Source: an optimization exercise on an open RTL-to-GDS flow (aim: small area, a short achievable clock period and few clock cycles). Production flows keep margins and buffers that such runs may drop. No functional check of the RTL was part of this run.

--- flow/design.v ---
module iir_unpack (
    input  wire [31:0] w,
    output wire        nan,
    output wire        inf,
    output wire        zero,
    output wire        s,
    output reg  [9:0]  e,
    output reg  [23:0] m
);
    wire [7:0]  ef = w[30:23];
    wire [22:0] f  = w[22:0];
    assign nan  = (ef == 8'hFF) && (f != 0);
    assign inf  = (ef == 8'hFF) && (f == 0);
    assign zero = (ef == 8'h00) && (f == 0);
    assign s    = w[31];
    reg [4:0] lz;
    integer i;
    always @* begin
        lz = 5'd0;
        for (i = 0; i < 23; i = i + 1)
            if (f[i]) lz = 5'd23 - i[4:0];
        if (ef != 0) begin
            e = {2'b00, ef};
            m = {1'b1, f};
        end else begin
            e = 10'd1 - {5'd0, lz};
            m = {1'b0, f} << lz;
        end
    end
endmodule
module iir_fmul (
    input  wire        a_nan, a_inf, a_zero, a_s,
    input  wire [9:0]  a_e,
    input  wire [23:0] a_m,
    input  wire        b_nan, b_inf, b_zero, b_s,
    input  wire [9:0]  b_e,
    input  wire [23:0] b_m,
    input  wire        force_zero,
    output reg  [31:0] y
);
    wire        s    = a_s ^ b_s;
    wire [47:0] prod = a_m * b_m;
    wire        top  = prod[47];
    wire [47:0] pn   = top ? prod : {prod[46:0], 1'b0};
    wire signed [11:0] e = $signed({{2{a_e[9]}}, a_e}) + $signed({{2{b_e[9]}}, b_e})
                           - 12'sd127 + $signed({11'd0, top});
    reg  [4:0]  sh;
    reg  [73:0] wide;    
    reg  [23:0] mant;
    reg         g, st, rnd;
    reg  [7:0]  ef;
    reg  [47:0] lost;
    always @* begin
        if (e >= 12'sd1) begin
            sh = 5'd0;
            ef = e[7:0];
        end else begin
            sh = (e < -12'sd24) ? 5'd26 : (5'd1 - e[4:0]);
            ef = 8'd0;
        end
        wide = {pn, 26'd0} >> sh;
        mant = wide[73:50];
        g    = wide[49];
        st   = |wide[48:0];
        rnd  = g & (st | mant[0]);
        if (force_zero)
            y = 32'h00000000;
        else if (a_nan || b_nan || (a_inf && b_zero) || (a_zero && b_inf))
            y = 32'h7FC00000;
        else if (a_inf || b_inf)
            y = {s, 8'hFF, 23'd0};
        else if (a_zero || b_zero)
            y = {s, 31'd0};
        else if (e >= 12'sd255)
            y = {s, 8'hFF, 23'd0};
        else
            y = {s, ef, mant[22:0]} + {31'd0, rnd};
    end
endmodule
module iir_pack (
    input  wire        nan, inf, zero, s,
    input  wire [9:0]  e,
    input  wire [23:0] m,
    output reg  [31:0] w
);
    reg [23:0] ms;
    always @* begin
        ms = m >> (5'd1 - e[4:0]);
        if (nan)
            w = 32'h7FC00000;
        else if (inf)
            w = {s, 8'hFF, 23'd0};
        else if (zero)
            w = {s, 31'd0};
        else if (!e[9] && e != 10'd0)
            w = {s, e[7:0], m[22:0]};
        else if ($signed(e) < -10'sd23)
            w = {s, 31'd0};
        else
            w = {s, 8'd0, ms[22:0]};
    end
endmodule
module iir_fadd (
    input  wire [31:0] a,
    input  wire [31:0] b,
    input  wire        sub,
    output reg  [31:0] y
);
    wire [31:0] bb = {b[31] ^ sub, b[30:0]};
    wire a_nan = (a[30:23] == 8'hFF) && (a[22:0] != 0);
    wire b_nan = (bb[30:23] == 8'hFF) && (bb[22:0] != 0);
    wire a_inf = (a[30:23] == 8'hFF) && (a[22:0] == 0);
    wire b_inf = (bb[30:23] == 8'hFF) && (bb[22:0] == 0);
    wire        swap = (bb[30:0] > a[30:0]);
    wire [31:0] x = swap ? bb : a;
    wire [31:0] z = swap ? a : bb;
    wire        sx = x[31];
    wire        sz = z[31];
    wire [8:0]  ex = (x[30:23] == 0) ? 9'd1 : {1'b0, x[30:23]};
    wire [8:0]  ez = (z[30:23] == 0) ? 9'd1 : {1'b0, z[30:23]};
    wire [26:0] mx = {(x[30:23] != 0), x[22:0], 3'b000};
    wire [26:0] mz = {(z[30:23] != 0), z[22:0], 3'b000};
    wire [8:0]  d  = ex - ez;
    reg  [26:0] mz_al;
    reg  [27:0] sum;
    reg  [4:0]  lz;
    reg  [8:0]  sh;
    reg  [26:0] nm;
    reg  [9:0]  eres;
    reg  [7:0]  efield;
    reg         rnd;
    integer     i;
    always @* begin
        if (d >= 9'd27)
            mz_al = {26'd0, (mz != 0)};
        else
            mz_al = (mz >> d) | {26'd0, ((mz & ((27'd1 << d) - 27'd1)) != 0)};
        if (sx == sz) sum = {1'b0, mx} + {1'b0, mz_al};
        else          sum = {1'b0, mx} - {1'b0, mz_al};
        lz = 5'd0;
        for (i = 0; i < 27; i = i + 1)
            if (sum[i]) lz = 5'd26 - i[4:0];
        sh = 9'd0;
        if (sum[27]) begin
            nm   = sum[27:1] | {26'd0, sum[0]};
            eres = {1'b0, ex} + 10'd1;
        end else begin
            sh   = ({4'd0, lz} < ex) ? {4'd0, lz} : (ex - 9'd1);
            nm   = sum[26:0] << sh;
            eres = {1'b0, ex} - {1'b0, sh};
        end
        efield = nm[26] ? eres[7:0] : 8'd0;
        rnd    = nm[2] & ((|nm[1:0]) | nm[3]);
        if (a_nan || b_nan || (a_inf && b_inf && (a[31] != bb[31])))
            y = 32'h7FC00000;
        else if (a_inf)
            y = a;
        else if (b_inf)
            y = bb;
        else if (sum == 0)
            y = {(a[31] & bb[31]), 31'd0};
        else if (eres >= 10'd255)
            y = {sx, 8'hFF, 23'd0};
        else
            y = {sx, efield, nm[25:3]} + {31'd0, rnd};
    end
endmodule
module iir_fsubu (
    input  wire [31:0] a,
    input  wire [31:0] b,
    output reg         nan, inf, zero, s,
    output reg  [9:0]  e,
    output reg  [23:0] m
);
    wire [31:0] bb = {~b[31], b[30:0]};
    wire a_nan = (a[30:23] == 8'hFF) && (a[22:0] != 0);
    wire b_nan = (bb[30:23] == 8'hFF) && (bb[22:0] != 0);
    wire a_inf = (a[30:23] == 8'hFF) && (a[22:0] == 0);
    wire b_inf = (bb[30:23] == 8'hFF) && (bb[22:0] == 0);
    wire        swap = (bb[30:0] > a[30:0]);
    wire [31:0] x = swap ? bb : a;
    wire [31:0] z = swap ? a : bb;
    wire        sx = x[31];
    wire        sz = z[31];
    wire [8:0]  ex = (x[30:23] == 0) ? 9'd1 : {1'b0, x[30:23]};
    wire [8:0]  ez = (z[30:23] == 0) ? 9'd1 : {1'b0, z[30:23]};
    wire [26:0] mx = {(x[30:23] != 0), x[22:0], 3'b000};
    wire [26:0] mz = {(z[30:23] != 0), z[22:0], 3'b000};
    wire [8:0]  d  = ex - ez;
    reg  [26:0] mz_al;
    reg  [27:0] sum;
    reg  [4:0]  lz;
    reg  [26:0] nm;
    reg  [9:0]  eres;
    reg         rnd;
    reg  [24:0] mr;
    integer     i;
    always @* begin
        if (d >= 9'd27)
            mz_al = {26'd0, (mz != 0)};
        else
            mz_al = (mz >> d) | {26'd0, ((mz & ((27'd1 << d) - 27'd1)) != 0)};
        if (sx == sz) sum = {1'b0, mx} + {1'b0, mz_al};
        else          sum = {1'b0, mx} - {1'b0, mz_al};
        lz = 5'd0;
        for (i = 0; i < 27; i = i + 1)
            if (sum[i]) lz = 5'd26 - i[4:0];
        if (sum[27]) begin
            nm   = sum[27:1] | {26'd0, sum[0]};
            eres = {1'b0, ex} + 10'd1;
        end else begin
            nm   = sum[26:0] << lz;
            eres = {1'b0, ex} - {5'd0, lz};
        end
        rnd = nm[2] & ((|nm[1:0]) | nm[3]);
        mr  = {1'b0, nm[26:3]} + {24'd0, rnd};
        nan  = 1'b0;
        inf  = 1'b0;
        zero = 1'b0;
        s    = sx;
        e    = mr[24] ? eres + 10'd1 : eres;
        m    = mr[24] ? 24'h800000 : mr[23:0];
        if (a_nan || b_nan || (a_inf && b_inf && (a[31] != bb[31]))) begin
            nan = 1'b1;
            s   = 1'b0;
        end else if (a_inf) begin
            inf = 1'b1;
            s   = a[31];
        end else if (b_inf) begin
            inf = 1'b1;
            s   = bb[31];
        end else if (sum == 0) begin
            zero = 1'b1;
            s    = a[31] & bb[31];
        end else if (!e[9] && e >= 10'd255) begin
            inf = 1'b1;
        end
    end
endmodule
module iir_line #(
    parameter WORK_WORDS = 64,
    parameter MAX_CHANNELS = 4
) (
    input  wire        clk,
    input  wire        rst,
    input  wire        start,
    input  wire [6:0]  len,         
    input  wire [2:0]  chans,       
    input  wire [31:0] a0a1,
    input  wire [31:0] a2a3,
    input  wire [31:0] b1b2,
    input  wire [31:0] cprev,
    input  wire [31:0] cnext,
    output wire        idle,
    input  wire        in_valid,
    output wire        in_ready,
    input  wire [31:0] in_data,
    output wire        out_valid,
    input  wire        out_ready,
    output wire [31:0] out_data
);
    reg [6:0]  len_r;
    reg [2:0]  chans_r;
    reg [31:0] k_r;
    always @(posedge clk) begin
        len_r   <= len;
        chans_r <= chans;
        k_r     <= b1b2;
    end
    wire        kn_nan_w, kn_inf_w, kn_zero_w, kn_s_w;
    wire [9:0]  kn_e_w;
    wire [23:0] kn_m_w;
    iir_unpack u_kunp (.w(k_r), .nan(kn_nan_w), .inf(kn_inf_w), .zero(kn_zero_w),
                       .s(kn_s_w), .e(kn_e_w), .m(kn_m_w));
    reg        kn_nan, kn_inf, kn_zero, kn_s;
    reg [9:0]  kn_e;
    reg [23:0] kn_m;
    always @(posedge clk) begin
        kn_nan <= kn_nan_w; kn_inf <= kn_inf_w; kn_zero <= kn_zero_w;
        kn_s <= kn_s_w; kn_e <= kn_e_w; kn_m <= kn_m_w;
    end
    reg        busy, idle_r, in_ready_r;
    reg        in_pass, in_done;
    reg [6:0]  pc;
    reg [2:0]  ch;
    reg [5:0]  addr;
    reg [31:0] x_r;
    reg        x_new, x_pend, x_pass, x_first, x_last;
    reg [1:0]  x_ch;
    reg [5:0]  x_addr;
    reg [31:0] acoef;
    reg [31:0] xa_r;
    reg        s2_v, s2_seed, s2_pass, s2_last;
    reg [1:0]  s2_ch;
    reg [5:0]  s2_addr;
    reg        s3_v, s3_pass, s3_last;
    reg [5:0]  s3_addr;
    reg [31:0] f_r;
    reg        r_nan, r_inf, r_zero, r_s;
    reg [9:0]  r_e;
    reg [23:0] r_m;
    reg [31:0] o_data, sk_data;
    reg        o_v, o_last, sk_v, sk_last;
    reg [31:0] work [0:WORK_WORDS-1];
    reg        a_nan [0:MAX_CHANNELS-1];
    reg        a_inf [0:MAX_CHANNELS-1];
    reg        a_zero[0:MAX_CHANNELS-1];
    reg        a_s   [0:MAX_CHANNELS-1];
    reg [9:0]  a_e   [0:MAX_CHANNELS-1];
    reg [23:0] a_m   [0:MAX_CHANNELS-1];
    assign idle      = idle_r;
    assign in_ready  = in_ready_r;
    assign out_valid = o_v;
    assign out_data  = o_data;
    wire stall    = sk_v;
    wire acc_now  = in_valid & in_ready_r;
    wire in_first = (pc == 7'd0);
    wire last_ch  = (ch == chans_r - 3'd1);
    wire last_pix = (pc == len_r - 7'd1);
    wire op_seed  = x_new & x_first;
    wire op_step  = (x_new & ~x_first) | x_pend;
    wire        xu_nan, xu_inf, xu_zero, xu_s, cu_nan, cu_inf, cu_zero, cu_s;
    wire [9:0]  xu_e, cu_e;
    wire [23:0] xu_m, cu_m;
    wire [31:0] xa_w;
    iir_unpack u_xunp (.w(x_r), .nan(xu_nan), .inf(xu_inf), .zero(xu_zero),
                       .s(xu_s), .e(xu_e), .m(xu_m));
    iir_unpack u_cunp (.w(acoef), .nan(cu_nan), .inf(cu_inf), .zero(cu_zero),
                       .s(cu_s), .e(cu_e), .m(cu_m));
    iir_fmul u_mula (
        .a_nan(xu_nan), .a_inf(xu_inf), .a_zero(xu_zero), .a_s(xu_s), .a_e(xu_e), .a_m(xu_m),
        .b_nan(cu_nan), .b_inf(cu_inf), .b_zero(cu_zero), .b_s(cu_s), .b_e(cu_e), .b_m(cu_m),
        .force_zero(1'b0), .y(xa_w));
    wire [31:0] p_w;
    iir_fmul u_mulb (
        .a_nan(a_nan[s2_ch]), .a_inf(a_inf[s2_ch]), .a_zero(a_zero[s2_ch]), .a_s(a_s[s2_ch]),
        .a_e(a_e[s2_ch]), .a_m(a_m[s2_ch]),
        .b_nan(kn_nan), .b_inf(kn_inf), .b_zero(kn_zero), .b_s(kn_s), .b_e(kn_e), .b_m(kn_m),
        .force_zero(s2_seed), .y(p_w));
    wire        n_nan, n_inf, n_zero, n_s;
    wire [9:0]  n_e;
    wire [23:0] n_m;
    iir_fsubu u_rec (.a(xa_r), .b(p_w), .nan(n_nan), .inf(n_inf), .zero(n_zero),
                     .s(n_s), .e(n_e), .m(n_m));
    wire [31:0] b_w, y_w;
    iir_pack u_pack (.nan(r_nan), .inf(r_inf), .zero(r_zero), .s(r_s), .e(r_e), .m(r_m), .w(b_w));
    iir_fadd u_sum (.a(f_r), .b(b_w), .sub(1'b0), .y(y_w));
    wire y_v    = ~stall & s3_v & s3_pass;
    wire o_free = ~o_v | out_ready;
    reg busy_n, done_n, sk_v_n, seed_n;
    always @* begin
        busy_n = busy;
        if (idle_r && start) busy_n = 1'b1;
        if (o_v && out_ready && o_last) busy_n = 1'b0;
        done_n = in_done;
        if (idle_r && start) done_n = 1'b0;
        else if (acc_now && in_pass && last_ch && last_pix) done_n = 1'b1;
        sk_v_n = sk_v;
        if (sk_v) begin
            if (o_free) sk_v_n = 1'b0;
        end else if (y_v && !o_free) sk_v_n = 1'b1;
        seed_n = stall ? op_seed : (acc_now & in_first);
    end
    always @(posedge clk) begin
        if (rst) begin
            busy       <= 1'b0;
            idle_r     <= 1'b1;
            in_ready_r <= 1'b0;
            x_new      <= 1'b0;
            x_pend     <= 1'b0;
            s2_v       <= 1'b0;
            s3_v       <= 1'b0;
            o_v        <= 1'b0;
            sk_v       <= 1'b0;
        end else begin
            busy       <= busy_n;
            idle_r     <= ~busy_n;
            in_ready_r <= busy_n & ~done_n & ~sk_v_n & ~seed_n;
            sk_v       <= sk_v_n;
            if (!stall) begin
                x_new  <= acc_now;
                x_pend <= op_seed;
                s2_v   <= op_seed | op_step;
                s3_v   <= s2_v & ~s2_seed;
            end
            if (o_v && out_ready) o_v <= 1'b0;
            if (sk_v) begin
                if (o_free) o_v <= 1'b1;
            end else if (y_v && o_free) begin
                o_v <= 1'b1;
            end
        end
    end
    always @(posedge clk) begin
        if (idle_r && start) begin
            in_pass <= 1'b0;
            pc      <= 7'd0;
            ch      <= 3'd0;
            addr    <= 6'd0;
        end else if (acc_now) begin
            if (!in_pass) begin
                addr <= addr + 6'd1;
                if (last_ch) begin
                    ch <= 3'd0;
                    if (last_pix) begin
                        in_pass <= 1'b1;
                        pc      <= 7'd0;
                        addr    <= addr + 6'd1 - {3'd0, chans_r};
                    end else begin
                        pc <= pc + 7'd1;
                    end
                end else begin
                    ch <= ch + 3'd1;
                end
            end else begin
                if (last_ch) begin
                    ch   <= 3'd0;
                    addr <= addr + 6'd1 - {2'd0, chans_r, 1'b0};
                    pc   <= pc + 7'd1;
                end else begin
                    ch   <= ch + 3'd1;
                    addr <= addr + 6'd1;
                end
            end
        end
        if (!rst) in_done <= done_n;
    end
    always @(posedge clk) begin
        if (in_ready_r) begin
            x_r     <= in_data;
            x_pass  <= in_pass;
            x_first <= in_first;
            x_last  <= in_pass & last_ch & last_pix;
            x_ch    <= ch[1:0];
            x_addr  <= addr;
        end
        if (!stall) begin
            if (op_seed)
                acoef <= x_pass ? a2a3 : a0a1;
            else if (in_first)
                acoef <= in_pass ? cnext : cprev;
            else
                acoef <= in_pass ? a2a3 : a0a1;
            xa_r    <= xa_w;
            s2_seed <= op_seed;
            s2_pass <= x_pass;
            s2_last <= x_last;
            s2_ch   <= x_ch;
            s2_addr <= x_addr;
            if (s2_v) begin
                a_nan[s2_ch]  <= n_nan;
                a_inf[s2_ch]  <= n_inf;
                a_zero[s2_ch] <= n_zero;
                a_s[s2_ch]    <= n_s;
                a_e[s2_ch]    <= n_e;
                a_m[s2_ch]    <= n_m;
            end
            r_nan   <= n_nan;
            r_inf   <= n_inf;
            r_zero  <= n_zero;
            r_s     <= n_s;
            r_e     <= n_e;
            r_m     <= n_m;
            s3_pass <= s2_pass;
            s3_last <= s2_last;
            s3_addr <= s2_addr;
            f_r     <= work[s2_addr];
            if (s3_v && !s3_pass)
                work[s3_addr] <= b_w;
        end
        if (sk_v) begin
            if (o_free) begin
                o_data <= sk_data;
                o_last <= sk_last;
            end
        end else if (y_v) begin
            if (o_free) begin
                o_data <= y_w;
                o_last <= s3_last;
            end else begin
                sk_data <= y_w;
                sk_last <= s3_last;
            end
        end
    end
endmodule
--- flow/run.sh ---
#!/bin/bash
# synth_recipe.tcl (not shown) runs the flow's synth.tcl, then flattens the netlist and writes it again
# the make line also repeats each setting of config.mk as NAME=value (left out here)
make -C /OpenROAD-flow-scripts/flow DESIGN_CONFIG=/design/flow/config.mk WORK_HOME=/design/flow/orfs CLKGATE_MAP_FILE= SYNTH_SCRIPT=/design/flow/synth_recipe.tcl finish
--- flow/config.mk ---
export PLATFORM = sky130hd
export DESIGN_NAME = iir_line
export DESIGN_NICKNAME = iir_line
export VERILOG_FILES = /design/flow/design.v
export SDC_FILE = /design/flow/constraint.sdc
export NUM_CORES = 8
export LEC_CHECK = 0
export CAP_MARGIN = 20
export CORE_MARGIN = 2
export CORE_UTILIZATION = 30
export PLACE_DENSITY = 0.5
export SLEW_MARGIN = 20
--- flow/constraint.sdc ---
create_clock -name core_clock -period 72.0 [get_ports {clk}]
set_input_delay 14.4000 -clock core_clock [delete_from_list [all_inputs] [get_ports {clk}]]
set_output_delay 14.4000 -clock core_clock [all_outputs]
set_load 0.01 [all_outputs]
==> impl_metrics.py <==
metrics = {
    "clock_network": {
        "cts_hold_buf": 0,
        "cts-root-buf": "clkbuf_16",
        "post_cts_buffers": 0,
        "path_clk_slew_ps": 60,
        "worstSkewPairLatency_ps": 950,
        "postCtsResizedCells": 0,
        "clkSinkCount": 2570,
        "h-tree-depth": 5,
        "cts_buffer_depth": 4,
        "cts-buffers-inserted": 291,
        "tritoncts": "built",
    },
    "setup_path": {
        "crit_required_ps": 72660,
        "cpPeakStageDelay_ps": 840,
        "cp_slowest_cell": "mux4_2",
        "ff2ff_setup_slack_ps": 37450,
        "worst_ep_arrival_time_ps": 35200,
        "r2r_cells": 129,
        "crit_top_cell": "a21oi_1",
        "crit_path_max_fanout": 51,
        "start_kind": "register",
        "worstSetupPathType": "reg -> reg",
        "end_kind": "register",
        "r2r_end": "a_inf[2]$_DFFE_PP_",
    },
    "yosys": {
        "ys_seq_elements": 2570,
        "async_flop_share_pct": 0,
        "synth_nets": 16300,
        "synth_cell_types": 140,
        "synth-edff-count": 2463,
        "syn_inst": 14500,
        "seq_area_frac_synth_pct": 44.1,
        "synth_top_cell_by_area": "edfxtp_1",
        "yosys-top-cells-area": "edfxtp_1, fa_1, mux4_2",
        "avgSynthCellArea_um2": 11.9,
        "yosysWarningCount": 6,
        "syn_area_mm2": 0.173,
        "synth-main-ff-cell": "edfxtp_1",
        "synth_top_area_share_pct": 42.9,
    },
    "finish": {
        "fillers": 56800,
        "area_growth_pct": 12.6,
        "final_nets": 16400,
        "drive_gt1_share_pct": 13.0,
        "final_area_mm2": 0.194,
        "final_cell_count_no_fill": 22400,
    },
    "floorplanning": {
        "die_area_mm2": 0.581,
        "rows": 278,
        "start_util_pct": 30.1,
        "io_pins": 242,
        "die_w_um": 762,
        "core-area_mm2": 0.573,
        "die_h_um": 762,
    },
    "min_path": {
        "hp-class": "reg -> reg",
        "min_from": "x_last$_DFFE_PP_",
        "hold_depth": 0,
        "whs_endpoint": "s2_last$_DFFE_PN_",
    },
    "sta": {
        "rsz0062_at_grt": "no",
        "tightest_slew_ps": 1160,
        "drv_slew": 0,
        "hold_viol": 0,
        "fin_tns_setup_ps": 0,
        "fin_skew_ps": 97.0,
        "fin_crit_sh_pct": 48.0,
        "finalSetupViolations": 0,
        "timing.final.ws_setup_ps": 37450,
        "slew_headroom_pct": 22.6,
        "fmaxAchievable_mhz": 28.9,
        "period_needed_ps": 34550,
    },
    "drt": {
        "antenna_left": 0,
        "totalWireLength_um": 581000,
        "drt_iter0_markers": 12600,
        "drt-pass1-iter-count": 17,
        "vias": 122000,
        "vias_per_cell": 5.44,
        "drc_errors": 0,
        "wire_per_inst_um": 25.9,
    },
    "global_route": {
        "grt_pass1_wl_um": 851000,
        "antenna_found_initial": 37,
        "overflow": 0,
        "grt_max_degree": 112,
        "grt_usage_pct": 19.4,
        "grt_pass1_vias": 122000,
    },
    "placed_design": {
        "place_area_mm2": 0.185,
        "gp_congestion": 0.938,
        "port_buffers": 241,
        "hpwlAfterDp_um": 390000,
        "dp.cells": 21900,
        "dp_slack_ps": 37790,
    },
    "outcome": {
        "status": "finished clean",
    },
    "job": {
        "maxCapViolations": 0,
    },
}
## Yosys cell counts, drive strengths merged, types with 58 or more instances
master and number:
clkbuf 592, ha 590, nand3 237, a21oi 542, and3 58, edfxtp 2463
and2 379, mux4 763, nand2 1570, or3 64, mux2i 406, or2 62
nor2b 95, a31oi 84, xor2 103, inv 1396, a21o 131, o31ai 79
buf 177, nand4 96, nand2b 85, a211oi 117, o211ai 133, dfxtp 107
a22oi 60, xnor2 212, mux2 101, nor4 97, o21ai 518, nor2 1052
fa 974, o21a 62, o22ai 78, nor3 293
## kinds of logic (layout without fill, tap and decap cells)
family / count (synthesis) / in the layout / synth area share (%)
compound gates: 2405 / 2405 / 9.50
xor+xnor: 316 / 316 / 1.63
fa+ha+maj: 1565 / 1565 / 15.6
buf+inv: 2167 / 2463 / 4.79
flops: 2570 / 2570 / 44.1
mux: 1270 / 1270 / 13.0
other cells: 1 / 15 / 0.00217
simple gates: 4237 / 4237 / 11.4
## routing by layer
layer	vias to the layer above	GRT usage [%]	wire length [µm]
met3	893	2.36	35400
met5	-	0	39
li1	53200	-	-
met4	4	5.80	19700
met2	4391	31.9	273000
met1	63300	27.0	253000
## cell usage in the layout (no fill, tap or decap), types with 232 or more instances in the layout
cell type,netlist,routed
mux4_2,763,763
clkdlybuf4s50_1,0,241
ha_1,590,590
nand3_1,232,232
a21oi_1,537,532
and2_1,376,375
mux2i_1,405,404
fa_1,974,974
edfxtp_1,2463,2463
nand2_1,1568,1566
o21ai_0,462,460
nor2_1,1050,957
buf_4,7,309
nor3_1,285,283
clkbuf_16,0,294
inv_1,1386,1384
## per-stage QoR
stage	hold slack [ps]	util [%]
after detailed placement	411	32.3
after global placement	408	32.3
after floorplan	310	-
after CTS	415	33.9
after global routing	419	33.9
final	415	33.9
## flip-flops by register name (all words and copies together) (netlist names), 6 cells and up, named ones only
signal   count
a_e         40
a_m         96
acoef       32
addr         6
f_r         32
k_r         32
kn_e         9
kn_m        24
len_r        7
o_data      32
pc           7
r_e         10
r_m         24
s2_addr      6
s3_addr      6
sk_data     32
work      2048
x_addr       6
x_r         32
xa_r        32
## worst max-delay path: cells and delay by family, from the launching register on
| family | cells | cell delay, ps |
|---|---|---|
| AOI/OAI and AO/OA | 57 | 12570 |
| xor gates and xnor gates | 2 | 930 |
| adders and majority gates | 16 | 6520 |
| buffers and inverters | 15 | 3050 |
| DFF | 1 | 760 |
| muxes | 5 | 2040 |
| and+or+nand+nor | 34 | 8250 |
## area by class of cell
| type | instances | area, µm² | area share, % |
|---|---|---|---|
| diodes | 14 | 35.0 | 0.0180 |
| clock buffers | 353 | 7630 | 3.92 |
| inverters | 1398 | 5260 | 2.70 |
| flip-flops and latches | 2570 | 76100 | 39.1 |
| repair buffers | 558 | 4890 | 2.52 |
| multi-input cells | 9794 | 89300 | 45.9 |
| well taps | 7560 | 9460 | 4.87 |
| clock inverters | 154 | 1720 | 0.884 |
## worst max path at each step
| stage | cells after the start | to |
|---|---|---|
| 2_1_floorplan | 143 | a_inf[0]$_DFFE_PP_ |
| 3_3_place_gp | 129 | a_inf[0]$_DFFE_PP_ |
| 3_5_place_dp | 130 | a_inf[0]$_DFFE_PP_ |
| 4_1_cts | 129 | a_inf[3]$_DFFE_PP_ |
| 5_1_grt | 130 | a_inf[3]$_DFFE_PP_ |
| 6_report | 129 | a_inf[2]$_DFFE_PP_ |

==> re-timing with driven ports <==
Ports are ideal in the flow. The routed layout listed here was re-timed in OpenROAD.
Step 1, drivers: a clkbuf_16 drives clk and a buf_2 each remaining input, both assumed.
Step 2 adds t to the input delays and takes it off the output delays; t is the mean of the earliest and latest rising clock arrival at the registers after step 1. Input paths then give back, and output paths get back, about the clock's delay inside the block.
a / b / c = ideal ports / drivers / drivers and shift; a / b = the first two.
shift t [ns]: 1.008
slack for setup (ns): 37.452 / 37.452 / 37.452
hold WS [ns]: 0.415 / 0.415 / 0.415
clock arrival spread, ns: 0.102 / 0.101
After both steps setup and hold are still met in this run. For this run, drivers alone change the setup slack by 0.000 ns; drivers and shift together by 0.000 ns.
